From an optimization exercise on the open Yosys and OpenROAD flow, aimed at small area and few clock cycles per item; shortcuts taken in it are not production practice. In this exercise RTL edits were held to simulation tests only and were not proved equivalent to the original. Power and IR drop assume default switching activity.

<file path="design.v">
module ax5031_qunit (
    input  wire        clk,
    input  wire        rst,
    input  wire        in_valid,
    output wire        in_ready,
    input  wire [31:0] in_v,
    output reg         out_valid,
    input  wire        out_ready,
    output wire [32:0] out_q
);
    wire [31:0] nv = ~in_v;
    wire [32:0] q;
    reg  [32:0] q_r;
    assign in_ready = !out_valid || out_ready;
    assign out_q    = q_r;
    always @(posedge clk) begin
        if (rst)
            out_valid <= 1'b0;
        else if (in_ready)
            out_valid <= in_valid;
        if (in_ready && in_valid)
            q_r <= q;
    end
    wire w1, w2;
    qha h1 (.a(in_v[28]), .b(in_v[26]), .s(w1), .co(w2));
    wire w3, w4;
    qfa f1 (.a(in_v[29]), .b(in_v[27]), .c(in_v[24]), .s(w3), .co(w4));
    wire w5, w6;
    qfa f2 (.a(in_v[30]), .b(in_v[28]), .c(in_v[25]), .s(w5), .co(w6));
    wire w7, w8;
    qfa f3 (.a(in_v[31]), .b(in_v[29]), .c(in_v[26]), .s(w7), .co(w8));
    wire w9, w10;
    qha h2 (.a(in_v[30]), .b(in_v[27]), .s(w9), .co(w10));
    wire w11, w12;
    qfa f4 (.a(in_v[31]), .b(in_v[28]), .c(in_v[23]), .s(w11), .co(w12));
    wire w13, w14;
    qha h3 (.a(in_v[29]), .b(in_v[24]), .s(w13), .co(w14));
    wire w15, w16;
    qha h4 (.a(in_v[30]), .b(in_v[25]), .s(w15), .co(w16));
    wire w17, w18;
    assign w17 = ~(in_v[31] ^ in_v[26]);
    assign w18 = in_v[31] | in_v[26];
    wire w19, w20;
    qha h5 (.a(in_v[24]), .b(in_v[21]), .s(w19), .co(w20));
    wire w21, w22;
    qfa f5 (.a(in_v[27]), .b(in_v[25]), .c(in_v[22]), .s(w21), .co(w22));
    wire w23, w24;
    qha h6 (.a(in_v[28]), .b(in_v[26]), .s(w23), .co(w24));
    wire w25, w26;
    qfa f6 (.a(in_v[29]), .b(in_v[27]), .c(in_v[24]), .s(w25), .co(w26));
    wire w27, w28;
    qfa f7 (.a(in_v[30]), .b(in_v[28]), .c(in_v[25]), .s(w27), .co(w28));
    wire w29, w30;
    assign w29 = ~(in_v[31] ^ in_v[29]);
    assign w30 = in_v[31] | in_v[29];
    wire w31, w32;
    qfa f8 (.a(in_v[26]), .b(nv[24]), .c(nv[19]), .s(w31), .co(w32));
    wire w33, w34;
    qfa f9 (.a(in_v[30]), .b(in_v[27]), .c(nv[25]), .s(w33), .co(w34));
    wire w35, w36;
    qha h7 (.a(nv[20]), .b(in_v[18]), .s(w35), .co(w36));
    wire w37, w38;
    qfa f10 (.a(in_v[31]), .b(in_v[28]), .c(nv[26]), .s(w37), .co(w38));
    wire w39, w40;
    qha h8 (.a(nv[21]), .b(in_v[19]), .s(w39), .co(w40));
    wire w41, w42;
    assign w41 = ~(in_v[29] ^ nv[27]);
    assign w42 = in_v[29] | nv[27];
    wire w43, w44;
    qha h9 (.a(nv[22]), .b(in_v[20]), .s(w43), .co(w44));
    wire w45, w46;
    assign w45 = ~(in_v[30] ^ nv[28]);
    assign w46 = in_v[30] | nv[28];
    wire w47, w48;
    qfa f11 (.a(nv[23]), .b(in_v[21]), .c(in_v[17]), .s(w47), .co(w48));
    wire w49, w50;
    assign w49 = ~(in_v[31] ^ nv[29]);
    assign w50 = in_v[31] | nv[29];
    wire w51, w52;
    qfa f12 (.a(nv[24]), .b(in_v[22]), .c(in_v[18]), .s(w51), .co(w52));
    wire w53, w54;
    assign w53 = ~(nv[30] ^ nv[25]);
    assign w54 = nv[30] | nv[25];
    wire w55, w56;
    qha h10 (.a(in_v[23]), .b(in_v[19]), .s(w55), .co(w56));
    wire w57, w58;
    assign w57 = ~(nv[31] ^ nv[26]);
    assign w58 = nv[31] | nv[26];
    wire w59, w60;
    qha h11 (.a(in_v[24]), .b(in_v[20]), .s(w59), .co(w60));
    wire w61, w62;
    qha h12 (.a(nv[27]), .b(in_v[25]), .s(w61), .co(w62));
    wire w63 = ~nv[28];
    wire w64 = ~nv[29];
    wire w65 = ~nv[30];
    wire w66 = ~nv[31];
    wire w67, w68;
    qfa f13 (.a(in_v[27]), .b(in_v[25]), .c(in_v[22]), .s(w67), .co(w68));
    wire w69, w70;
    qha h13 (.a(in_v[17]), .b(in_v[15]), .s(w69), .co(w70));
    wire w71, w72;
    qfa f14 (.a(in_v[23]), .b(in_v[18]), .c(in_v[16]), .s(w71), .co(w72));
    wire w73, w74;
    qfa f15 (.a(in_v[13]), .b(nv[11]), .c(nv[6]), .s(w73), .co(w74));
    wire w75, w76;
    qha h14 (.a(in_v[4]), .b(in_v[0]), .s(w75), .co(w76));
    wire w77, w78;
    qfa f16 (.a(in_v[19]), .b(in_v[17]), .c(in_v[14]), .s(w77), .co(w78));
    wire w79, w80;
    qfa f17 (.a(nv[12]), .b(nv[7]), .c(in_v[5]), .s(w79), .co(w80));
    wire w81, w82;
    qfa f18 (.a(in_v[1]), .b(w2), .c(w3), .s(w81), .co(w82));
    wire w83, w84;
    qfa f19 (.a(in_v[20]), .b(in_v[18]), .c(in_v[15]), .s(w83), .co(w84));
    wire w85, w86;
    qfa f20 (.a(nv[13]), .b(nv[8]), .c(in_v[6]), .s(w85), .co(w86));
    wire w87, w88;
    qfa f21 (.a(in_v[2]), .b(w4), .c(w5), .s(w87), .co(w88));
    wire w89, w90;
    qfa f22 (.a(in_v[21]), .b(in_v[19]), .c(in_v[16]), .s(w89), .co(w90));
    wire w91, w92;
    qfa f23 (.a(nv[14]), .b(nv[9]), .c(in_v[7]), .s(w91), .co(w92));
    wire w93, w94;
    qfa f24 (.a(in_v[3]), .b(w6), .c(w7), .s(w93), .co(w94));
    wire w95, w96;
    qfa f25 (.a(in_v[22]), .b(in_v[20]), .c(in_v[17]), .s(w95), .co(w96));
    wire w97, w98;
    qfa f26 (.a(nv[15]), .b(nv[10]), .c(in_v[8]), .s(w97), .co(w98));
    wire w99, w100;
    qfa f27 (.a(in_v[4]), .b(w9), .c(w8), .s(w99), .co(w100));
    wire w101, w102;
    qfa f28 (.a(in_v[21]), .b(in_v[18]), .c(nv[16]), .s(w101), .co(w102));
    wire w103, w104;
    qfa f29 (.a(nv[11]), .b(in_v[9]), .c(in_v[5]), .s(w103), .co(w104));
    wire w105, w106;
    qfa f30 (.a(in_v[0]), .b(w10), .c(w11), .s(w105), .co(w106));
    wire w107, w108;
    qfa f31 (.a(in_v[22]), .b(in_v[19]), .c(nv[17]), .s(w107), .co(w108));
    wire w109, w110;
    qfa f32 (.a(nv[12]), .b(in_v[10]), .c(in_v[6]), .s(w109), .co(w110));
    wire w111, w112;
    qfa f33 (.a(in_v[1]), .b(w13), .c(w12), .s(w111), .co(w112));
    wire w113, w114;
    qfa f34 (.a(in_v[23]), .b(in_v[20]), .c(nv[18]), .s(w113), .co(w114));
    wire w115, w116;
    qfa f35 (.a(nv[13]), .b(in_v[11]), .c(in_v[7]), .s(w115), .co(w116));
    wire w117, w118;
    qfa f36 (.a(in_v[2]), .b(w14), .c(w15), .s(w117), .co(w118));
    wire w119, w120;
    qfa f37 (.a(nv[19]), .b(nv[14]), .c(in_v[12]), .s(w119), .co(w120));
    wire w121, w122;
    qfa f38 (.a(in_v[8]), .b(in_v[3]), .c(nv[0]), .s(w121), .co(w122));
    wire w123, w124;
    qfa f39 (.a(w16), .b(w19), .c(w17), .s(w123), .co(w124));
    wire w125, w126;
    qfa f40 (.a(nv[20]), .b(nv[15]), .c(in_v[13]), .s(w125), .co(w126));
    wire w127, w128;
    qfa f41 (.a(in_v[9]), .b(in_v[4]), .c(nv[1]), .s(w127), .co(w128));
    wire w129, w130;
    qfa f42 (.a(w20), .b(w21), .c(w18), .s(w129), .co(w130));
    wire w131, w132;
    qfa f43 (.a(in_v[23]), .b(nv[21]), .c(nv[16]), .s(w131), .co(w132));
    wire w133, w134;
    qfa f44 (.a(in_v[14]), .b(in_v[10]), .c(in_v[5]), .s(w133), .co(w134));
    wire w135, w136;
    qfa f45 (.a(nv[2]), .b(w23), .c(w22), .s(w135), .co(w136));
    wire w137, w138;
    qfa f46 (.a(nv[22]), .b(nv[17]), .c(in_v[15]), .s(w137), .co(w138));
    wire w139, w140;
    qfa f47 (.a(in_v[11]), .b(in_v[6]), .c(nv[3]), .s(w139), .co(w140));
    wire w141, w142;
    qfa f48 (.a(in_v[0]), .b(w24), .c(w25), .s(w141), .co(w142));
    wire w143, w144;
    qfa f49 (.a(nv[23]), .b(nv[18]), .c(in_v[16]), .s(w143), .co(w144));
    wire w145, w146;
    qfa f50 (.a(in_v[12]), .b(in_v[7]), .c(nv[4]), .s(w145), .co(w146));
    wire w147, w148;
    qfa f51 (.a(in_v[1]), .b(w26), .c(w27), .s(w147), .co(w148));
    wire w149, w150;
    qfa f52 (.a(in_v[17]), .b(in_v[13]), .c(in_v[8]), .s(w149), .co(w150));
    wire w151, w152;
    qfa f53 (.a(nv[5]), .b(in_v[2]), .c(nv[0]), .s(w151), .co(w152));
    wire w153, w154;
    qfa f54 (.a(w28), .b(w31), .c(w29), .s(w153), .co(w154));
    wire w155, w156;
    qfa f55 (.a(in_v[14]), .b(in_v[9]), .c(nv[6]), .s(w155), .co(w156));
    wire w157, w158;
    qfa f56 (.a(in_v[3]), .b(nv[1]), .c(w35), .s(w157), .co(w158));
    wire w159, w160;
    qfa f57 (.a(w32), .b(w33), .c(w30), .s(w159), .co(w160));
    wire w161, w162;
    qfa f58 (.a(in_v[15]), .b(in_v[10]), .c(nv[7]), .s(w161), .co(w162));
    wire w163, w164;
    qfa f59 (.a(in_v[4]), .b(nv[2]), .c(w36), .s(w163), .co(w164));
    wire w165, w166;
    qfa f60 (.a(w39), .b(w34), .c(w37), .s(w165), .co(w166));
    wire w167, w168;
    qfa f61 (.a(in_v[16]), .b(in_v[11]), .c(nv[8]), .s(w167), .co(w168));
    wire w169, w170;
    qfa f62 (.a(in_v[5]), .b(nv[3]), .c(w40), .s(w169), .co(w170));
    wire w171, w172;
    qfa f63 (.a(w43), .b(w38), .c(w41), .s(w171), .co(w172));
    wire w173, w174;
    qfa f64 (.a(in_v[12]), .b(nv[9]), .c(in_v[6]), .s(w173), .co(w174));
    wire w175, w176;
    qfa f65 (.a(nv[4]), .b(nv[0]), .c(w44), .s(w175), .co(w176));
    wire w177, w178;
    qfa f66 (.a(w47), .b(w42), .c(w45), .s(w177), .co(w178));
    wire w179, w180;
    qfa f67 (.a(in_v[13]), .b(nv[10]), .c(in_v[7]), .s(w179), .co(w180));
    wire w181, w182;
    qfa f68 (.a(nv[5]), .b(nv[1]), .c(w48), .s(w181), .co(w182));
    wire w183, w184;
    qfa f69 (.a(w51), .b(w46), .c(w49), .s(w183), .co(w184));
    wire w185, w186;
    qfa f70 (.a(in_v[14]), .b(nv[11]), .c(in_v[8]), .s(w185), .co(w186));
    wire w187, w188;
    qfa f71 (.a(nv[6]), .b(nv[2]), .c(w55), .s(w187), .co(w188));
    wire w189, w190;
    qfa f72 (.a(w52), .b(w50), .c(w53), .s(w189), .co(w190));
    wire w191, w192;
    qfa f73 (.a(in_v[15]), .b(nv[12]), .c(in_v[9]), .s(w191), .co(w192));
    wire w193, w194;
    qfa f74 (.a(nv[7]), .b(nv[3]), .c(w56), .s(w193), .co(w194));
    wire w195, w196;
    qfa f75 (.a(w59), .b(w54), .c(w57), .s(w195), .co(w196));
    wire w197, w198;
    qfa f76 (.a(in_v[21]), .b(in_v[16]), .c(nv[13]), .s(w197), .co(w198));
    wire w199, w200;
    qfa f77 (.a(in_v[10]), .b(nv[8]), .c(nv[4]), .s(w199), .co(w200));
    wire w201, w202;
    qfa f78 (.a(w60), .b(w61), .c(w58), .s(w201), .co(w202));
    wire w203, w204;
    qfa f79 (.a(in_v[26]), .b(in_v[22]), .c(in_v[17]), .s(w203), .co(w204));
    wire w205, w206;
    qfa f80 (.a(nv[14]), .b(in_v[11]), .c(nv[9]), .s(w205), .co(w206));
    wire w207, w208;
    qfa f81 (.a(nv[5]), .b(w62), .c(w63), .s(w207), .co(w208));
    wire w209, w210;
    qfa f82 (.a(in_v[27]), .b(in_v[23]), .c(in_v[18]), .s(w209), .co(w210));
    wire w211, w212;
    qfa f83 (.a(nv[15]), .b(in_v[12]), .c(nv[10]), .s(w211), .co(w212));
    wire w213, w214;
    qfa f84 (.a(nv[6]), .b(nv[28]), .c(w64), .s(w213), .co(w214));
    wire w215, w216;
    qfa f85 (.a(in_v[28]), .b(in_v[24]), .c(in_v[19]), .s(w215), .co(w216));
    wire w217, w218;
    qfa f86 (.a(nv[16]), .b(in_v[13]), .c(nv[11]), .s(w217), .co(w218));
    wire w219, w220;
    qfa f87 (.a(nv[7]), .b(nv[29]), .c(w65), .s(w219), .co(w220));
    wire w221, w222;
    qfa f88 (.a(in_v[29]), .b(in_v[25]), .c(in_v[20]), .s(w221), .co(w222));
    wire w223, w224;
    qfa f89 (.a(nv[17]), .b(in_v[14]), .c(nv[12]), .s(w223), .co(w224));
    wire w225, w226;
    qfa f90 (.a(nv[8]), .b(nv[30]), .c(w66), .s(w225), .co(w226));
    wire w227, w228;
    qfa f91 (.a(in_v[30]), .b(in_v[26]), .c(in_v[21]), .s(w227), .co(w228));
    wire w229, w230;
    qfa f92 (.a(nv[18]), .b(in_v[15]), .c(nv[13]), .s(w229), .co(w230));
    wire w231, w232;
    qha h15 (.a(nv[9]), .b(nv[31]), .s(w231), .co(w232));
    wire w233, w234;
    assign w233 = ~(in_v[31] ^ in_v[27]);
    assign w234 = in_v[31] | in_v[27];
    wire w235, w236;
    qfa f93 (.a(in_v[22]), .b(nv[19]), .c(in_v[16]), .s(w235), .co(w236));
    wire w237, w238;
    qha h16 (.a(nv[14]), .b(nv[10]), .s(w237), .co(w238));
    wire w239, w240;
    assign w239 = ~(in_v[28] ^ in_v[23]);
    assign w240 = in_v[28] | in_v[23];
    wire w241, w242;
    qfa f94 (.a(nv[20]), .b(in_v[17]), .c(nv[15]), .s(w241), .co(w242));
    wire w243, w244;
    assign w243 = ~(in_v[29] ^ in_v[24]);
    assign w244 = in_v[29] | in_v[24];
    wire w245, w246;
    qha h17 (.a(nv[21]), .b(in_v[18]), .s(w245), .co(w246));
    wire w247, w248;
    assign w247 = ~(in_v[30] ^ in_v[25]);
    assign w248 = in_v[30] | in_v[25];
    wire w249, w250;
    qha h18 (.a(nv[22]), .b(in_v[19]), .s(w249), .co(w250));
    wire w251, w252;
    assign w251 = ~(in_v[31] ^ in_v[26]);
    assign w252 = in_v[31] | in_v[26];
    wire w253, w254;
    qha h19 (.a(nv[23]), .b(in_v[20]), .s(w253), .co(w254));
    wire w255, w256;
    assign w255 = ~(in_v[27] ^ nv[24]);
    assign w256 = in_v[27] | nv[24];
    wire w257 = ~in_v[28];
    wire w258 = ~in_v[29];
    wire w259 = ~in_v[30];
    wire w260 = ~in_v[31];
    wire w261, w262;
    qfa f95 (.a(in_v[12]), .b(nv[10]), .c(nv[5]), .s(w261), .co(w262));
    wire w263, w264;
    qfa f96 (.a(w70), .b(w75), .c(w1), .s(w263), .co(w264));
    wire w265, w266;
    qha h20 (.a(w68), .b(w71), .s(w265), .co(w266));
    wire w267, w268;
    qfa f97 (.a(w76), .b(w72), .c(w74), .s(w267), .co(w268));
    wire w269, w270;
    qfa f98 (.a(w77), .b(w79), .c(w81), .s(w269), .co(w270));
    wire w271, w272;
    qfa f99 (.a(w78), .b(w80), .c(w83), .s(w271), .co(w272));
    wire w273, w274;
    qfa f100 (.a(w85), .b(w82), .c(w87), .s(w273), .co(w274));
    wire w275, w276;
    qfa f101 (.a(w84), .b(w86), .c(w89), .s(w275), .co(w276));
    wire w277, w278;
    qfa f102 (.a(w91), .b(w88), .c(w93), .s(w277), .co(w278));
    wire w279, w280;
    qfa f103 (.a(w90), .b(w92), .c(w95), .s(w279), .co(w280));
    wire w281, w282;
    qfa f104 (.a(w97), .b(w94), .c(w99), .s(w281), .co(w282));
    wire w283, w284;
    qfa f105 (.a(w96), .b(w98), .c(w101), .s(w283), .co(w284));
    wire w285, w286;
    qfa f106 (.a(w103), .b(w100), .c(w105), .s(w285), .co(w286));
    wire w287, w288;
    qfa f107 (.a(w102), .b(w104), .c(w107), .s(w287), .co(w288));
    wire w289, w290;
    qfa f108 (.a(w109), .b(w106), .c(w111), .s(w289), .co(w290));
    wire w291, w292;
    qfa f109 (.a(w108), .b(w110), .c(w113), .s(w291), .co(w292));
    wire w293, w294;
    qfa f110 (.a(w115), .b(w112), .c(w117), .s(w293), .co(w294));
    wire w295, w296;
    qfa f111 (.a(w114), .b(w116), .c(w119), .s(w295), .co(w296));
    wire w297, w298;
    qfa f112 (.a(w121), .b(w118), .c(w123), .s(w297), .co(w298));
    wire w299, w300;
    qfa f113 (.a(w120), .b(w122), .c(w125), .s(w299), .co(w300));
    wire w301, w302;
    qfa f114 (.a(w127), .b(w129), .c(w124), .s(w301), .co(w302));
    wire w303, w304;
    qfa f115 (.a(w126), .b(w128), .c(w131), .s(w303), .co(w304));
    wire w305, w306;
    qfa f116 (.a(w133), .b(w135), .c(w130), .s(w305), .co(w306));
    wire w307, w308;
    qfa f117 (.a(w132), .b(w134), .c(w137), .s(w307), .co(w308));
    wire w309, w310;
    qfa f118 (.a(w139), .b(w136), .c(w141), .s(w309), .co(w310));
    wire w311, w312;
    qfa f119 (.a(w138), .b(w140), .c(w143), .s(w311), .co(w312));
    wire w313, w314;
    qfa f120 (.a(w145), .b(w142), .c(w147), .s(w313), .co(w314));
    wire w315, w316;
    qfa f121 (.a(w144), .b(w146), .c(w149), .s(w315), .co(w316));
    wire w317, w318;
    qfa f122 (.a(w151), .b(w148), .c(w153), .s(w317), .co(w318));
    wire w319, w320;
    qfa f123 (.a(w150), .b(w152), .c(w155), .s(w319), .co(w320));
    wire w321, w322;
    qfa f124 (.a(w157), .b(w159), .c(w154), .s(w321), .co(w322));
    wire w323, w324;
    qfa f125 (.a(w156), .b(w161), .c(w158), .s(w323), .co(w324));
    wire w325, w326;
    qfa f126 (.a(w163), .b(w165), .c(w160), .s(w325), .co(w326));
    wire w327, w328;
    qfa f127 (.a(w162), .b(w167), .c(w164), .s(w327), .co(w328));
    wire w329, w330;
    qfa f128 (.a(w169), .b(w166), .c(w171), .s(w329), .co(w330));
    wire w331, w332;
    qfa f129 (.a(w168), .b(w173), .c(w170), .s(w331), .co(w332));
    wire w333, w334;
    qfa f130 (.a(w175), .b(w172), .c(w177), .s(w333), .co(w334));
    wire w335, w336;
    qfa f131 (.a(w174), .b(w179), .c(w176), .s(w335), .co(w336));
    wire w337, w338;
    qfa f132 (.a(w181), .b(w178), .c(w183), .s(w337), .co(w338));
    wire w339, w340;
    qfa f133 (.a(w180), .b(w185), .c(w182), .s(w339), .co(w340));
    wire w341, w342;
    qfa f134 (.a(w187), .b(w184), .c(w189), .s(w341), .co(w342));
    wire w343, w344;
    qfa f135 (.a(w186), .b(w191), .c(w188), .s(w343), .co(w344));
    wire w345, w346;
    qfa f136 (.a(w193), .b(w190), .c(w195), .s(w345), .co(w346));
    wire w347, w348;
    qfa f137 (.a(w192), .b(w197), .c(w199), .s(w347), .co(w348));
    wire w349, w350;
    qfa f138 (.a(w194), .b(w201), .c(w196), .s(w349), .co(w350));
    wire w351, w352;
    qfa f139 (.a(w198), .b(w200), .c(w203), .s(w351), .co(w352));
    wire w353, w354;
    qfa f140 (.a(w205), .b(w207), .c(w202), .s(w353), .co(w354));
    wire w355, w356;
    qfa f141 (.a(w204), .b(w206), .c(w209), .s(w355), .co(w356));
    wire w357, w358;
    qfa f142 (.a(w211), .b(w208), .c(w213), .s(w357), .co(w358));
    wire w359, w360;
    qfa f143 (.a(w210), .b(w212), .c(w215), .s(w359), .co(w360));
    wire w361, w362;
    qfa f144 (.a(w217), .b(w214), .c(w219), .s(w361), .co(w362));
    wire w363, w364;
    qfa f145 (.a(w216), .b(w218), .c(w221), .s(w363), .co(w364));
    wire w365, w366;
    qfa f146 (.a(w223), .b(w220), .c(w225), .s(w365), .co(w366));
    wire w367, w368;
    qfa f147 (.a(w222), .b(w224), .c(w227), .s(w367), .co(w368));
    wire w369, w370;
    qfa f148 (.a(w229), .b(w231), .c(w226), .s(w369), .co(w370));
    wire w371, w372;
    qfa f149 (.a(w237), .b(w228), .c(w230), .s(w371), .co(w372));
    wire w373, w374;
    qfa f150 (.a(w235), .b(w232), .c(w233), .s(w373), .co(w374));
    wire w375, w376;
    qfa f151 (.a(nv[11]), .b(w238), .c(w236), .s(w375), .co(w376));
    wire w377, w378;
    qfa f152 (.a(w241), .b(w234), .c(w239), .s(w377), .co(w378));
    wire w379, w380;
    qfa f153 (.a(nv[16]), .b(nv[12]), .c(w245), .s(w379), .co(w380));
    wire w381, w382;
    qfa f154 (.a(w242), .b(w240), .c(w243), .s(w381), .co(w382));
    wire w383, w384;
    qfa f155 (.a(nv[17]), .b(nv[13]), .c(w246), .s(w383), .co(w384));
    wire w385, w386;
    qfa f156 (.a(w249), .b(w244), .c(w247), .s(w385), .co(w386));
    wire w387, w388;
    qfa f157 (.a(nv[18]), .b(nv[14]), .c(w250), .s(w387), .co(w388));
    wire w389, w390;
    qfa f158 (.a(w253), .b(w248), .c(w251), .s(w389), .co(w390));
    wire w391, w392;
    qfa f159 (.a(in_v[21]), .b(nv[19]), .c(nv[15]), .s(w391), .co(w392));
    wire w393, w394;
    qfa f160 (.a(w254), .b(w252), .c(w255), .s(w393), .co(w394));
    wire w395, w396;
    qfa f161 (.a(nv[25]), .b(in_v[22]), .c(nv[20]), .s(w395), .co(w396));
    wire w397, w398;
    qfa f162 (.a(nv[16]), .b(w257), .c(w256), .s(w397), .co(w398));
    wire w399, w400;
    qfa f163 (.a(nv[26]), .b(in_v[23]), .c(nv[21]), .s(w399), .co(w400));
    wire w401, w402;
    qfa f164 (.a(nv[17]), .b(in_v[28]), .c(w258), .s(w401), .co(w402));
    wire w403, w404;
    qfa f165 (.a(nv[27]), .b(in_v[24]), .c(nv[22]), .s(w403), .co(w404));
    wire w405, w406;
    qfa f166 (.a(nv[18]), .b(in_v[29]), .c(w259), .s(w405), .co(w406));
    wire w407, w408;
    qfa f167 (.a(nv[28]), .b(in_v[25]), .c(nv[23]), .s(w407), .co(w408));
    wire w409, w410;
    qfa f168 (.a(nv[19]), .b(in_v[30]), .c(w260), .s(w409), .co(w410));
    wire w411, w412;
    assign w411 = ~(nv[29] ^ in_v[26]);
    assign w412 = nv[29] | in_v[26];
    wire w413, w414;
    qfa f169 (.a(nv[24]), .b(nv[20]), .c(in_v[31]), .s(w413), .co(w414));
    wire w415, w416;
    assign w415 = ~(nv[30] ^ in_v[27]);
    assign w416 = nv[30] | in_v[27];
    wire w417, w418;
    qha h21 (.a(nv[25]), .b(nv[21]), .s(w417), .co(w418));
    wire w419, w420;
    assign w419 = ~(nv[31] ^ in_v[28]);
    assign w420 = nv[31] | in_v[28];
    wire w421, w422;
    qha h22 (.a(nv[26]), .b(nv[22]), .s(w421), .co(w422));
    wire w423, w424;
    qha h23 (.a(in_v[29]), .b(nv[27]), .s(w423), .co(w424));
    wire w425 = ~in_v[30];
    wire w426 = ~in_v[31];
    wire w427, w428;
    qha h24 (.a(in_v[3]), .b(w69), .s(w427), .co(w428));
    wire w429, w430;
    qfa f170 (.a(w262), .b(w73), .c(w263), .s(w429), .co(w430));
    wire w431, w432;
    qfa f171 (.a(w264), .b(w266), .c(w267), .s(w431), .co(w432));
    wire w433, w434;
    qfa f172 (.a(w268), .b(w271), .c(w270), .s(w433), .co(w434));
    wire w435, w436;
    qfa f173 (.a(w272), .b(w275), .c(w274), .s(w435), .co(w436));
    wire w437, w438;
    qfa f174 (.a(w276), .b(w279), .c(w278), .s(w437), .co(w438));
    wire w439, w440;
    qfa f175 (.a(w280), .b(w283), .c(w282), .s(w439), .co(w440));
    wire w441, w442;
    qfa f176 (.a(w284), .b(w287), .c(w286), .s(w441), .co(w442));
    wire w443, w444;
    qfa f177 (.a(w288), .b(w291), .c(w293), .s(w443), .co(w444));
    wire w445, w446;
    qfa f178 (.a(w292), .b(w295), .c(w294), .s(w445), .co(w446));
    wire w447, w448;
    qfa f179 (.a(w296), .b(w299), .c(w298), .s(w447), .co(w448));
    wire w449, w450;
    qfa f180 (.a(w300), .b(w303), .c(w302), .s(w449), .co(w450));
    wire w451, w452;
    qfa f181 (.a(w304), .b(w307), .c(w309), .s(w451), .co(w452));
    wire w453, w454;
    qfa f182 (.a(w308), .b(w311), .c(w310), .s(w453), .co(w454));
    wire w455, w456;
    qfa f183 (.a(w312), .b(w315), .c(w314), .s(w455), .co(w456));
    wire w457, w458;
    qfa f184 (.a(w316), .b(w319), .c(w318), .s(w457), .co(w458));
    wire w459, w460;
    qfa f185 (.a(w320), .b(w323), .c(w322), .s(w459), .co(w460));
    wire w461, w462;
    qfa f186 (.a(w324), .b(w327), .c(w326), .s(w461), .co(w462));
    wire w463, w464;
    qfa f187 (.a(w328), .b(w331), .c(w330), .s(w463), .co(w464));
    wire w465, w466;
    qfa f188 (.a(w332), .b(w335), .c(w334), .s(w465), .co(w466));
    wire w467, w468;
    qfa f189 (.a(w336), .b(w339), .c(w338), .s(w467), .co(w468));
    wire w469, w470;
    qfa f190 (.a(w343), .b(w340), .c(w342), .s(w469), .co(w470));
    wire w471, w472;
    qfa f191 (.a(w347), .b(w344), .c(w346), .s(w471), .co(w472));
    wire w473, w474;
    qfa f192 (.a(w348), .b(w351), .c(w350), .s(w473), .co(w474));
    wire w475, w476;
    qfa f193 (.a(w352), .b(w355), .c(w357), .s(w475), .co(w476));
    wire w477, w478;
    qfa f194 (.a(w356), .b(w359), .c(w358), .s(w477), .co(w478));
    wire w479, w480;
    qfa f195 (.a(w360), .b(w363), .c(w362), .s(w479), .co(w480));
    wire w481, w482;
    qfa f196 (.a(w364), .b(w367), .c(w369), .s(w481), .co(w482));
    wire w483, w484;
    qfa f197 (.a(w368), .b(w371), .c(w370), .s(w483), .co(w484));
    wire w485, w486;
    qfa f198 (.a(w372), .b(w375), .c(w374), .s(w485), .co(w486));
    wire w487, w488;
    qfa f199 (.a(w376), .b(w379), .c(w378), .s(w487), .co(w488));
    wire w489, w490;
    qfa f200 (.a(w380), .b(w383), .c(w382), .s(w489), .co(w490));
    wire w491, w492;
    qfa f201 (.a(w384), .b(w387), .c(w386), .s(w491), .co(w492));
    wire w493, w494;
    qfa f202 (.a(w391), .b(w388), .c(w390), .s(w493), .co(w494));
    wire w495, w496;
    qfa f203 (.a(w392), .b(w395), .c(w397), .s(w495), .co(w496));
    wire w497, w498;
    qfa f204 (.a(w396), .b(w399), .c(w401), .s(w497), .co(w498));
    wire w499, w500;
    qfa f205 (.a(w400), .b(w403), .c(w402), .s(w499), .co(w500));
    wire w501, w502;
    qfa f206 (.a(w404), .b(w407), .c(w406), .s(w501), .co(w502));
    wire w503, w504;
    qfa f207 (.a(w408), .b(w410), .c(w413), .s(w503), .co(w504));
    wire w505, w506;
    qfa f208 (.a(w417), .b(w414), .c(w412), .s(w505), .co(w506));
    wire w507, w508;
    qfa f209 (.a(w418), .b(w421), .c(w416), .s(w507), .co(w508));
    wire w509, w510;
    qfa f210 (.a(nv[23]), .b(w422), .c(w423), .s(w509), .co(w510));
    wire w511, w512;
    qfa f211 (.a(nv[28]), .b(nv[24]), .c(w424), .s(w511), .co(w512));
    wire w513, w514;
    qfa f212 (.a(nv[29]), .b(nv[25]), .c(in_v[30]), .s(w513), .co(w514));
    wire w515, w516;
    assign w515 = ~(nv[30] ^ nv[26]);
    assign w516 = nv[30] | nv[26];
    wire w517 = ~nv[31];
    wire w518, w519;
    qha h25 (.a(w261), .b(w67), .s(w518), .co(w519));
    wire w520, w521;
    qfa f213 (.a(w428), .b(w265), .c(w429), .s(w520), .co(w521));
    wire w522, w523;
    qfa f214 (.a(w430), .b(w431), .c(w269), .s(w522), .co(w523));
    wire w524, w525;
    qfa f215 (.a(w432), .b(w273), .c(w433), .s(w524), .co(w525));
    wire w526, w527;
    qfa f216 (.a(w277), .b(w434), .c(w435), .s(w526), .co(w527));
    wire w528, w529;
    qfa f217 (.a(w281), .b(w436), .c(w437), .s(w528), .co(w529));
    wire w530, w531;
    qfa f218 (.a(w285), .b(w438), .c(w439), .s(w530), .co(w531));
    wire w532, w533;
    qfa f219 (.a(w289), .b(w440), .c(w441), .s(w532), .co(w533));
    wire w534, w535;
    qfa f220 (.a(w290), .b(w443), .c(w442), .s(w534), .co(w535));
    wire w536, w537;
    qfa f221 (.a(w444), .b(w445), .c(w297), .s(w536), .co(w537));
    wire w538, w539;
    qfa f222 (.a(w446), .b(w301), .c(w447), .s(w538), .co(w539));
    wire w540, w541;
    qfa f223 (.a(w305), .b(w448), .c(w449), .s(w540), .co(w541));
    wire w542, w543;
    qfa f224 (.a(w306), .b(w451), .c(w450), .s(w542), .co(w543));
    wire w544, w545;
    qfa f225 (.a(w313), .b(w453), .c(w452), .s(w544), .co(w545));
    wire w546, w547;
    qfa f226 (.a(w317), .b(w454), .c(w455), .s(w546), .co(w547));
    wire w548, w549;
    qfa f227 (.a(w321), .b(w456), .c(w457), .s(w548), .co(w549));
    wire w550, w551;
    qfa f228 (.a(w325), .b(w458), .c(w459), .s(w550), .co(w551));
    wire w552, w553;
    qfa f229 (.a(w329), .b(w460), .c(w461), .s(w552), .co(w553));
    wire w554, w555;
    qfa f230 (.a(w333), .b(w462), .c(w463), .s(w554), .co(w555));
    wire w556, w557;
    qfa f231 (.a(w337), .b(w464), .c(w465), .s(w556), .co(w557));
    wire w558, w559;
    qfa f232 (.a(w341), .b(w466), .c(w467), .s(w558), .co(w559));
    wire w560, w561;
    qfa f233 (.a(w345), .b(w468), .c(w469), .s(w560), .co(w561));
    wire w562, w563;
    qfa f234 (.a(w349), .b(w470), .c(w471), .s(w562), .co(w563));
    wire w564, w565;
    qfa f235 (.a(w353), .b(w472), .c(w473), .s(w564), .co(w565));
    wire w566, w567;
    qfa f236 (.a(w354), .b(w475), .c(w474), .s(w566), .co(w567));
    wire w568, w569;
    qfa f237 (.a(w361), .b(w476), .c(w477), .s(w568), .co(w569));
    wire w570, w571;
    qfa f238 (.a(w365), .b(w478), .c(w479), .s(w570), .co(w571));
    wire w572, w573;
    qfa f239 (.a(w366), .b(w480), .c(w481), .s(w572), .co(w573));
    wire w574, w575;
    qfa f240 (.a(w373), .b(w482), .c(w483), .s(w574), .co(w575));
    wire w576, w577;
    qfa f241 (.a(w377), .b(w484), .c(w485), .s(w576), .co(w577));
    wire w578, w579;
    qfa f242 (.a(w381), .b(w486), .c(w487), .s(w578), .co(w579));
    wire w580, w581;
    qfa f243 (.a(w385), .b(w488), .c(w489), .s(w580), .co(w581));
    wire w582, w583;
    qfa f244 (.a(w389), .b(w490), .c(w491), .s(w582), .co(w583));
    wire w584, w585;
    qfa f245 (.a(w393), .b(w492), .c(w493), .s(w584), .co(w585));
    wire w586, w587;
    qfa f246 (.a(w394), .b(w494), .c(w495), .s(w586), .co(w587));
    wire w588, w589;
    qfa f247 (.a(w398), .b(w497), .c(w496), .s(w588), .co(w589));
    wire w590, w591;
    qfa f248 (.a(w405), .b(w499), .c(w498), .s(w590), .co(w591));
    wire w592, w593;
    qfa f249 (.a(w409), .b(w500), .c(w501), .s(w592), .co(w593));
    wire w594, w595;
    qfa f250 (.a(w411), .b(w502), .c(w503), .s(w594), .co(w595));
    wire w596, w597;
    qfa f251 (.a(w415), .b(w504), .c(w505), .s(w596), .co(w597));
    wire w598, w599;
    qfa f252 (.a(w419), .b(w506), .c(w507), .s(w598), .co(w599));
    wire w600, w601;
    qfa f253 (.a(w420), .b(w509), .c(w508), .s(w600), .co(w601));
    wire w602, w603;
    qfa f254 (.a(w425), .b(w510), .c(w511), .s(w602), .co(w603));
    wire w604, w605;
    qfa f255 (.a(w426), .b(w512), .c(w513), .s(w604), .co(w605));
    wire w606, w607;
    qfa f256 (.a(in_v[31]), .b(w514), .c(w515), .s(w606), .co(w607));
    wire w608, w609;
    qfa f257 (.a(nv[27]), .b(w517), .c(w516), .s(w608), .co(w609));
    wire w610, w611;
    qha h26 (.a(nv[28]), .b(nv[31]), .s(w610), .co(w611));
    wire w612 = ~nv[29];
    wire w613 = ~nv[30];
    wire w614 = ~nv[31];
    wire [50:0] ra = {nv[31], nv[30], nv[29], w611, w609, w607, w605, w603, w601, w599, w597, w595, w593, w591, w589, w587, w585, w583, w581, w579, w577, w575, w573, w571, w569, w567, w565, w563, w561, w559, w557, w555, w553, w551, w549, w547, w545, w543, w541, w539, w537, w535, w533, w531, w529, w527, w525, w523, w521, w519, w518};
    wire [50:0] rb = {1'b0, w614, w613, w612, w610, w608, w606, w604, w602, w600, w598, w596, w594, w592, w590, w588, w586, w584, w582, w580, w578, w576, w574, w572, w570, w568, w566, w564, w562, w560, w558, w556, w554, w552, w550, w548, w546, w544, w542, w540, w538, w536, w534, w532, w530, w528, w526, w524, w522, w520, w427};
    wire [50:0] sum;
    wire b1s0, b1c0;
    qha bh1_0 (.a(ra[0]), .b(rb[0]), .s(b1s0), .co(b1c0));
    wire b1s1, b1c1;
    qfa bf1_1 (.a(ra[1]), .b(rb[1]), .c(b1c0), .s(b1s1), .co(b1c1));
    wire b1s2, b1c2;
    qfa bf1_2 (.a(ra[2]), .b(rb[2]), .c(b1c1), .s(b1s2), .co(b1c2));
    wire b1s3, b1c3;
    qfa bf1_3 (.a(ra[3]), .b(rb[3]), .c(b1c2), .s(b1s3), .co(b1c3));
    wire b1s4, b1c4;
    qfa bf1_4 (.a(ra[4]), .b(rb[4]), .c(b1c3), .s(b1s4), .co(b1c4));
    wire b1s5, b1c5;
    qfa bf1_5 (.a(ra[5]), .b(rb[5]), .c(b1c4), .s(b1s5), .co(b1c5));
    assign sum[0] = b1s0;
    assign sum[1] = b1s1;
    assign sum[2] = b1s2;
    assign sum[3] = b1s3;
    assign sum[4] = b1s4;
    assign sum[5] = b1s5;
    wire b2s6, b2c6;
    qha bh2_6 (.a(ra[6]), .b(rb[6]), .s(b2s6), .co(b2c6));
    wire b2s7, b2c7;
    qfa bf2_7 (.a(ra[7]), .b(rb[7]), .c(b2c6), .s(b2s7), .co(b2c7));
    wire b2s8, b2c8;
    qfa bf2_8 (.a(ra[8]), .b(rb[8]), .c(b2c7), .s(b2s8), .co(b2c8));
    wire b2s9, b2c9;
    qfa bf2_9 (.a(ra[9]), .b(rb[9]), .c(b2c8), .s(b2s9), .co(b2c9));
    wire b2s10, b2c10;
    qfa bf2_10 (.a(ra[10]), .b(rb[10]), .c(b2c9), .s(b2s10), .co(b2c10));
    wire b2s11, b2c11;
    qfa bf2_11 (.a(ra[11]), .b(rb[11]), .c(b2c10), .s(b2s11), .co(b2c11));
    assign sum[6] = b2s6 ^ (b1c5 & 1'b1);
    assign sum[7] = b2s7 ^ (b1c5 & b2s6);
    wire b2p7 = b2s6 & b2s7;
    assign sum[8] = b2s8 ^ (b1c5 & b2p7);
    wire b2p8 = b2p7 & b2s8;
    assign sum[9] = b2s9 ^ (b1c5 & b2p8);
    wire b2p9 = b2p8 & b2s9;
    assign sum[10] = b2s10 ^ (b1c5 & b2p9);
    wire b2p10 = b2p9 & b2s10;
    assign sum[11] = b2s11 ^ (b1c5 & b2p10);
    wire b2p11 = b2p10 & b2s11;
    wire bc2 = b2c11 | (b1c5 & b2p11);
    wire b3s12, b3c12;
    qha bh3_12 (.a(ra[12]), .b(rb[12]), .s(b3s12), .co(b3c12));
    wire b3s13, b3c13;
    qfa bf3_13 (.a(ra[13]), .b(rb[13]), .c(b3c12), .s(b3s13), .co(b3c13));
    wire b3s14, b3c14;
    qfa bf3_14 (.a(ra[14]), .b(rb[14]), .c(b3c13), .s(b3s14), .co(b3c14));
    wire b3s15, b3c15;
    qfa bf3_15 (.a(ra[15]), .b(rb[15]), .c(b3c14), .s(b3s15), .co(b3c15));
    wire b3s16, b3c16;
    qfa bf3_16 (.a(ra[16]), .b(rb[16]), .c(b3c15), .s(b3s16), .co(b3c16));
    wire b3s17, b3c17;
    qfa bf3_17 (.a(ra[17]), .b(rb[17]), .c(b3c16), .s(b3s17), .co(b3c17));
    assign sum[12] = b3s12 ^ (bc2 & 1'b1);
    assign sum[13] = b3s13 ^ (bc2 & b3s12);
    wire b3p13 = b3s12 & b3s13;
    assign sum[14] = b3s14 ^ (bc2 & b3p13);
    wire b3p14 = b3p13 & b3s14;
    assign sum[15] = b3s15 ^ (bc2 & b3p14);
    wire b3p15 = b3p14 & b3s15;
    assign sum[16] = b3s16 ^ (bc2 & b3p15);
    wire b3p16 = b3p15 & b3s16;
    assign sum[17] = b3s17 ^ (bc2 & b3p16);
    wire b3p17 = b3p16 & b3s17;
    wire bc3 = b3c17 | (bc2 & b3p17);
    wire b4s18, b4c18;
    qha bh4_18 (.a(ra[18]), .b(rb[18]), .s(b4s18), .co(b4c18));
    wire b4s19, b4c19;
    qfa bf4_19 (.a(ra[19]), .b(rb[19]), .c(b4c18), .s(b4s19), .co(b4c19));
    wire b4s20, b4c20;
    qfa bf4_20 (.a(ra[20]), .b(rb[20]), .c(b4c19), .s(b4s20), .co(b4c20));
    wire b4s21, b4c21;
    qfa bf4_21 (.a(ra[21]), .b(rb[21]), .c(b4c20), .s(b4s21), .co(b4c21));
    wire b4s22, b4c22;
    qfa bf4_22 (.a(ra[22]), .b(rb[22]), .c(b4c21), .s(b4s22), .co(b4c22));
    assign sum[18] = b4s18 ^ (bc3 & 1'b1);
    assign sum[19] = b4s19 ^ (bc3 & b4s18);
    wire b4p19 = b4s18 & b4s19;
    assign sum[20] = b4s20 ^ (bc3 & b4p19);
    wire b4p20 = b4p19 & b4s20;
    assign sum[21] = b4s21 ^ (bc3 & b4p20);
    wire b4p21 = b4p20 & b4s21;
    assign sum[22] = b4s22 ^ (bc3 & b4p21);
    wire b4p22 = b4p21 & b4s22;
    wire bc4 = b4c22 | (bc3 & b4p22);
    wire b5s23, b5c23;
    qha bh5_23 (.a(ra[23]), .b(rb[23]), .s(b5s23), .co(b5c23));
    wire b5s24, b5c24;
    qfa bf5_24 (.a(ra[24]), .b(rb[24]), .c(b5c23), .s(b5s24), .co(b5c24));
    wire b5s25, b5c25;
    qfa bf5_25 (.a(ra[25]), .b(rb[25]), .c(b5c24), .s(b5s25), .co(b5c25));
    wire b5s26, b5c26;
    qfa bf5_26 (.a(ra[26]), .b(rb[26]), .c(b5c25), .s(b5s26), .co(b5c26));
    wire b5s27, b5c27;
    qfa bf5_27 (.a(ra[27]), .b(rb[27]), .c(b5c26), .s(b5s27), .co(b5c27));
    assign sum[23] = b5s23 ^ (bc4 & 1'b1);
    assign sum[24] = b5s24 ^ (bc4 & b5s23);
    wire b5p24 = b5s23 & b5s24;
    assign sum[25] = b5s25 ^ (bc4 & b5p24);
    wire b5p25 = b5p24 & b5s25;
    assign sum[26] = b5s26 ^ (bc4 & b5p25);
    wire b5p26 = b5p25 & b5s26;
    assign sum[27] = b5s27 ^ (bc4 & b5p26);
    wire b5p27 = b5p26 & b5s27;
    wire bc5 = b5c27 | (bc4 & b5p27);
    wire b6s28, b6c28;
    qha bh6_28 (.a(ra[28]), .b(rb[28]), .s(b6s28), .co(b6c28));
    wire b6s29, b6c29;
    qfa bf6_29 (.a(ra[29]), .b(rb[29]), .c(b6c28), .s(b6s29), .co(b6c29));
    wire b6s30, b6c30;
    qfa bf6_30 (.a(ra[30]), .b(rb[30]), .c(b6c29), .s(b6s30), .co(b6c30));
    wire b6s31, b6c31;
    qfa bf6_31 (.a(ra[31]), .b(rb[31]), .c(b6c30), .s(b6s31), .co(b6c31));
    wire b6s32, b6c32;
    qfa bf6_32 (.a(ra[32]), .b(rb[32]), .c(b6c31), .s(b6s32), .co(b6c32));
    assign sum[28] = b6s28 ^ (bc5 & 1'b1);
    assign sum[29] = b6s29 ^ (bc5 & b6s28);
    wire b6p29 = b6s28 & b6s29;
    assign sum[30] = b6s30 ^ (bc5 & b6p29);
    wire b6p30 = b6p29 & b6s30;
    assign sum[31] = b6s31 ^ (bc5 & b6p30);
    wire b6p31 = b6p30 & b6s31;
    assign sum[32] = b6s32 ^ (bc5 & b6p31);
    wire b6p32 = b6p31 & b6s32;
    wire bc6 = b6c32 | (bc5 & b6p32);
    wire b7s33, b7c33;
    qha bh7_33 (.a(ra[33]), .b(rb[33]), .s(b7s33), .co(b7c33));
    wire b7s34, b7c34;
    qfa bf7_34 (.a(ra[34]), .b(rb[34]), .c(b7c33), .s(b7s34), .co(b7c34));
    wire b7s35, b7c35;
    qfa bf7_35 (.a(ra[35]), .b(rb[35]), .c(b7c34), .s(b7s35), .co(b7c35));
    wire b7s36, b7c36;
    qfa bf7_36 (.a(ra[36]), .b(rb[36]), .c(b7c35), .s(b7s36), .co(b7c36));
    wire b7s37, b7c37;
    qfa bf7_37 (.a(ra[37]), .b(rb[37]), .c(b7c36), .s(b7s37), .co(b7c37));
    assign sum[33] = b7s33 ^ (bc6 & 1'b1);
    assign sum[34] = b7s34 ^ (bc6 & b7s33);
    wire b7p34 = b7s33 & b7s34;
    assign sum[35] = b7s35 ^ (bc6 & b7p34);
    wire b7p35 = b7p34 & b7s35;
    assign sum[36] = b7s36 ^ (bc6 & b7p35);
    wire b7p36 = b7p35 & b7s36;
    assign sum[37] = b7s37 ^ (bc6 & b7p36);
    wire b7p37 = b7p36 & b7s37;
    wire bc7 = b7c37 | (bc6 & b7p37);
    wire b8s38, b8c38;
    qha bh8_38 (.a(ra[38]), .b(rb[38]), .s(b8s38), .co(b8c38));
    wire b8s39, b8c39;
    qfa bf8_39 (.a(ra[39]), .b(rb[39]), .c(b8c38), .s(b8s39), .co(b8c39));
    wire b8s40, b8c40;
    qfa bf8_40 (.a(ra[40]), .b(rb[40]), .c(b8c39), .s(b8s40), .co(b8c40));
    wire b8s41, b8c41;
    qfa bf8_41 (.a(ra[41]), .b(rb[41]), .c(b8c40), .s(b8s41), .co(b8c41));
    wire b8s42, b8c42;
    qfa bf8_42 (.a(ra[42]), .b(rb[42]), .c(b8c41), .s(b8s42), .co(b8c42));
    assign sum[38] = b8s38 ^ (bc7 & 1'b1);
    assign sum[39] = b8s39 ^ (bc7 & b8s38);
    wire b8p39 = b8s38 & b8s39;
    assign sum[40] = b8s40 ^ (bc7 & b8p39);
    wire b8p40 = b8p39 & b8s40;
    assign sum[41] = b8s41 ^ (bc7 & b8p40);
    wire b8p41 = b8p40 & b8s41;
    assign sum[42] = b8s42 ^ (bc7 & b8p41);
    wire b8p42 = b8p41 & b8s42;
    wire bc8 = b8c42 | (bc7 & b8p42);
    wire b9s43, b9c43;
    qha bh9_43 (.a(ra[43]), .b(rb[43]), .s(b9s43), .co(b9c43));
    wire b9s44, b9c44;
    qfa bf9_44 (.a(ra[44]), .b(rb[44]), .c(b9c43), .s(b9s44), .co(b9c44));
    wire b9s45, b9c45;
    qfa bf9_45 (.a(ra[45]), .b(rb[45]), .c(b9c44), .s(b9s45), .co(b9c45));
    wire b9s46, b9c46;
    qfa bf9_46 (.a(ra[46]), .b(rb[46]), .c(b9c45), .s(b9s46), .co(b9c46));
    assign sum[43] = b9s43 ^ (bc8 & 1'b1);
    assign sum[44] = b9s44 ^ (bc8 & b9s43);
    wire b9p44 = b9s43 & b9s44;
    assign sum[45] = b9s45 ^ (bc8 & b9p44);
    wire b9p45 = b9p44 & b9s45;
    assign sum[46] = b9s46 ^ (bc8 & b9p45);
    wire b9p46 = b9p45 & b9s46;
    wire bc9 = b9c46 | (bc8 & b9p46);
    wire b10s47, b10c47;
    qha bh10_47 (.a(ra[47]), .b(rb[47]), .s(b10s47), .co(b10c47));
    wire b10s48, b10c48;
    qfa bf10_48 (.a(ra[48]), .b(rb[48]), .c(b10c47), .s(b10s48), .co(b10c48));
    wire b10s49, b10c49;
    qfa bf10_49 (.a(ra[49]), .b(rb[49]), .c(b10c48), .s(b10s49), .co(b10c49));
    wire b10s50, b10c50;
    qfa bf10_50 (.a(ra[50]), .b(rb[50]), .c(b10c49), .s(b10s50), .co(b10c50));
    assign sum[47] = b10s47 ^ (bc9 & 1'b1);
    assign sum[48] = b10s48 ^ (bc9 & b10s47);
    wire b10p48 = b10s47 & b10s48;
    assign sum[49] = b10s49 ^ (bc9 & b10p48);
    wire b10p49 = b10p48 & b10s49;
    assign sum[50] = b10s50 ^ (bc9 & b10p49);
    wire b10p50 = b10p49 & b10s50;
    wire bc10 = b10c50 | (bc9 & b10p50);
    assign q = ~sum[50:18];
endmodule
module qfa (input wire a, input wire b, input wire c, output wire s, output wire co);
    assign s  = a ^ b ^ c;
    assign co = (a & b) | (a & c) | (b & c);
endmodule
module qha (input wire a, input wire b, output wire s, output wire co);
    assign s  = a ^ b;
    assign co = a & b;
endmodule
</file>
<file path="constraint.sdc">
create_clock -name core_clock -period 10.0 [get_ports {clk}]
set_input_delay 2.0000 -clock core_clock [delete_from_list [all_inputs] [get_ports {clk}]]
set_output_delay 2.0000 -clock core_clock [all_outputs]
set_load 0.01 [all_outputs]
</file>
<file path="run.sh">
#!/bin/bash
# synth_recipe.tcl (not shown) runs the flow's synth.tcl, then flattens the netlist and writes it again
# the make line also repeats each setting of config.mk as NAME=value (left out here)
make -C /OpenROAD-flow-scripts/flow DESIGN_CONFIG=/design/flow/config.mk WORK_HOME=/design/flow/orfs CLKGATE_MAP_FILE= SYNTH_SCRIPT=/design/flow/synth_recipe.tcl finish
</file>
<file path="config.mk">
export PLATFORM = sky130hd
export DESIGN_NAME = ax5031_qunit
export DESIGN_NICKNAME = ax5031_qunit
export VERILOG_FILES = /design/flow/design.v
export SDC_FILE = /design/flow/constraint.sdc
export NUM_CORES = 4
export LEC_CHECK = 0
export CAP_MARGIN = 20
export CORE_MARGIN = 2
export CORE_UTILIZATION = 40
export PLACE_DENSITY = 0.6
export SLEW_MARGIN = 20
export SYNTH_HIERARCHICAL = 1
export SYNTH_MINIMUM_KEEP_SIZE = 0
</file>
==> flow_summary.json <==
{
  "die_h_um": 152,
  "diodes": 0,
  "power_density_nw_per_um2": 328,
  "vias_per_cell": 5.15,
  "place_congestion": 0.985,
  "synthDistinctLibCells": 41,
  "port_buffers": 70,
  "dpl.hpwl_um": 20800,
  "hold_viol": 0,
  "synthCells": 570,
  "cts.clk_slew.worst_paths_ns": 0.05,
  "drt_first_pass_iters": 5,
  "area_growth_pct": 17.2,
  "yosys.area.top_type": "fa_1",
  "clkSinkCount": 34,
  "cts.htree.levels": 2,
  "cts_hold_buf": 0,
  "die_x_um": 152,
  "p_total_mw": 3.35,
  "p_leak_nw": 4.09,
  "dp_cells": 961,
  "ant_nets": 0,
  "ys.flop_type": "edfxtp_1",
  "drc_errors": 0,
  "routed.top_layer": "met4",
  "synth_seq_cells": 34,
  "wl_met1_um": 9270,
  "hp-class": "register to register",
  "seqPwrFrac": 0.115,
  "initial_core_util": 0.403,
  "synth_nets": 962,
  "yosysWarningCount": 7,
  "holdPathStages": 2,
  "grt_pass1_vias": 6165,
  "slowest_delay_ns": 0.77,
  "cp.arrival_ns": 9.37,
  "crit_path_end_kind": "register",
  "wl_met2_um": 11500,
  "stdcell_count": 969,
  "status": "complete, no violations",
  "drt-initial-drc-count": 257,
  "antenna_found_initial": 0,
  "synth_common_cells": "fa_1 (298), inv_1 (75), ha_1 (58)",
  "grt_pass1_wl_um": 36700,
  "internal_power_mw": 1.77,
  "cp.required_ns": 10.03,
  "async_flop_share": 0,
  "synth-seq-area-share": 0.116,
  "maxCapViolations": 0,
  "cpMostUsedCell": "fa_1",
  "worstSkewPairLatency_ns": 0.28,
  "die_area_um2": 23000,
  "max_slew_margin": 0.525,
  "grt_max_degree": 34,
  "clockBufferDepth": 2,
  "drive_gt1_frac": 0.0813,
  "crit_chain": "clkdlybuf4s50_1 > fa_1 > fa_1 > fa_1 > fa_1 > fa_1 > ha_1 > fa_1 > fa_1 > fa_1 > fa_1 > fa_1 > a31oi_1 > or4_1 > a21oi_1 > a41o_1 > ha_1 > xnor2_1",
  "track_usage": 0.226,
  "core_um2": 21600,
  "comb_power_share": 0.843,
  "synth.area.top_cells": "fa_1 (68%), edfxtp_1 (11%), ha_1 (8.3%)",
  "cts_setup_buffers": 0,
  "syn-cell-area_um2": 8720,
  "fin_nets": 1080,
  "switching_share": 0.470,
  "setup_tns_ns": 0,
  "vias": 4993,
  "cp_max_fo": 6,
  "syn_avg_cell_area_um2": 15.3,
  "finalSetupViolations": 0,
  "slowest_stage": "clkdlybuf4s50_1",
  "ir_worst_vdd_v": 0.000193,
  "yosysMostFrequentCell": "fa_1",
  "worstMarginPinSlew_ns": 0.711,
  "tritoncts": "yes",
  "cts_root_buf": "clkbuf_16",
  "synth-edff-count": 33,
  "met3_length_um": 1590,
  "timing.fmax_ghz": 0.107,
  "drt-wirelength-per-cell_um": 23.9,
  "cts_buffers": 5,
  "drt_wl_total_um": 23200,
  "fin_crit_ns": 9.34,
  "critPathLaunchType": "input port",
  "switching_power_mw": 1.57,
  "grt_overflow": 0,
  "p_clk_frac": 0.043,
  "reg2reg_depth": 3,
  "n_fill_cell": 1920,
  "finalCritPeriodShare": 0.934,
  "crit_type": "input port to register",
  "whs_ns": 0.527,
  "maxSlewViolCount": 0,
  "post_cts_resized": 0,
  "row_count": 54,
  "rsz0062_at_grt": "no",
  "yosysTopAreaCellShare": 0.684,
  "clock_skew_ns": 0.00805,
  "io_pins": 71
}
-- worst max-delay path: cells and delay by family --
kind / cells / cell delay, ns
AO/OA/AOI/OAI: 3 / 0.81
buffers and inverters: 1 / 0.77
adder cells (fa/ha/maj): 12 / 5.09
XOR/XNOR: 1 / 0.07
AND/OR/NAND/NOR: 1 / 0.64
-- routing by layer --
layer,vias up,track usage
li1,2046,-
met1,2712,0.293
met2,184,0.379
met3,51,0.0515
met4,0,0.0769
met5,-,0
-- path summary, 6_finish.rpt --
kind         slack, ns                endpoint              startpoint
max               0.66       q_r[21]$_DFFE_PP_                in_v[29]
min               0.53  out_valid$_SDFFE_PP0N_  out_valid$_SDFFE_PP0N_
max reg2reg       8.71        q_r[4]$_DFFE_PP_  out_valid$_SDFFE_PP0N_
min reg2reg       0.53  out_valid$_SDFFE_PP0N_  out_valid$_SDFFE_PP0N_
-- power groups by stage --
stage / clock, mW / sequential (mW) / combinational [mW]
floorplan: 0 / 0.426 / 1.98
global placement: 0 / 0.385 / 2.76
detailed placement: 0 / 0.388 / 2.84
CTS: 0.147 / 0.385 / 2.85
global route: 0.153 / 0.390 / 3.24
finish: 0.143 / 0.383 / 2.82
-- area by class of cell --
| class | count | area [um2] | area share |
|---|---|---|---|
| clock buffer | 6 | 129 | 0.0126 |
| clock inverter | 2 | 8.76 | 0.000858 |
| inverter | 75 | 282 | 0.0276 |
| multi-input combinational | 461 | 7420 | 0.727 |
| sequential | 34 | 1010 | 0.0990 |
| tap | 280 | 350 | 0.0343 |
| timing repair buffer | 111 | 1010 | 0.0988 |
-- cells in the final DEF (no fill, tap or decap), types with 3 or more instances in the layout --
cell type,n
o211ai_1,3
clkbuf_16,5
or4_1,3
nand4_1,3
nor2_1,8
buf_4,41
and3_1,3
fa_1,298
nand3_1,9
inv_1,75
edfxtp_1,33
clkdlybuf4s50_1,70
xor2_1,10
xnor2_1,13
ha_1,58
a21oi_1,4
nor3_1,3
nand2_1,14
-- state kept, by name (all words and copies together), names as in the netlist --
name,count
out_valid,1
q_r,33
-- cells by family (layout without fill, tap and decap cells) --
group / Yosys count / after routing / synth area share
xor+xnor: 23 / 23 / 0.0231
fa+ha+maj: 356 / 356 / 0.768
mux: 1 / 1 / 0.00129
buf+inv: 75 / 194 / 0.0323
compound gates: 26 / 26 / 0.0263
flops: 34 / 34 / 0.116
other cells: 1 / 1 / 0.000430
simple gates: 54 / 54 / 0.0329
-- modules after synthesis (local to each module, per instance) --
module,times used,cells inside,flops+latches
qha,36,1,0
qfa,298,1,0
ax5031_qunit,1,236,34
-- per-stage QoR --
step / utilization / setup slack, ns / area, um2
floorplan: - / 1.83 / 8720
global placement: 0.466 / 0.598 / 10100
detailed placement: 0.466 / 0.442 / 10100
CTS: 0.472 / 0.707 / 10200
global route: 0.472 / 0.387 / 10200
finish: 0.472 / 0.659 / 10200
Testbench counts, summed over its fixed seeds: cycles 6,006, items 6,000.

separate check: timing with driven ports:
In the flow no input, the clock included, has a driving cell. The finished layout below was timed again as built, in two steps.
Step 1 sets driving cells, clkbuf_16 on the clock port and buf_2 on the other inputs (assumed; they add their load-dependent delay and slew).
Step 2 also shifts input and output timing later by t, the mid clock arrival at the registers, as if the neighbouring blocks saw the same clock.
Three values: ideal, step 1, step 2; two values: the first two.
t, ns: 0.308
slack for setup (ns): 0.659 / 0.669 / 0.360
slew at the worst register clock pin (ns): 0.05 / 0.05
pins driven straight from the clock port: 1
After both steps setup and hold are still met in this run. The setup slack of this run moves by +0.010 ns with the drivers and by -0.299 ns with both steps.
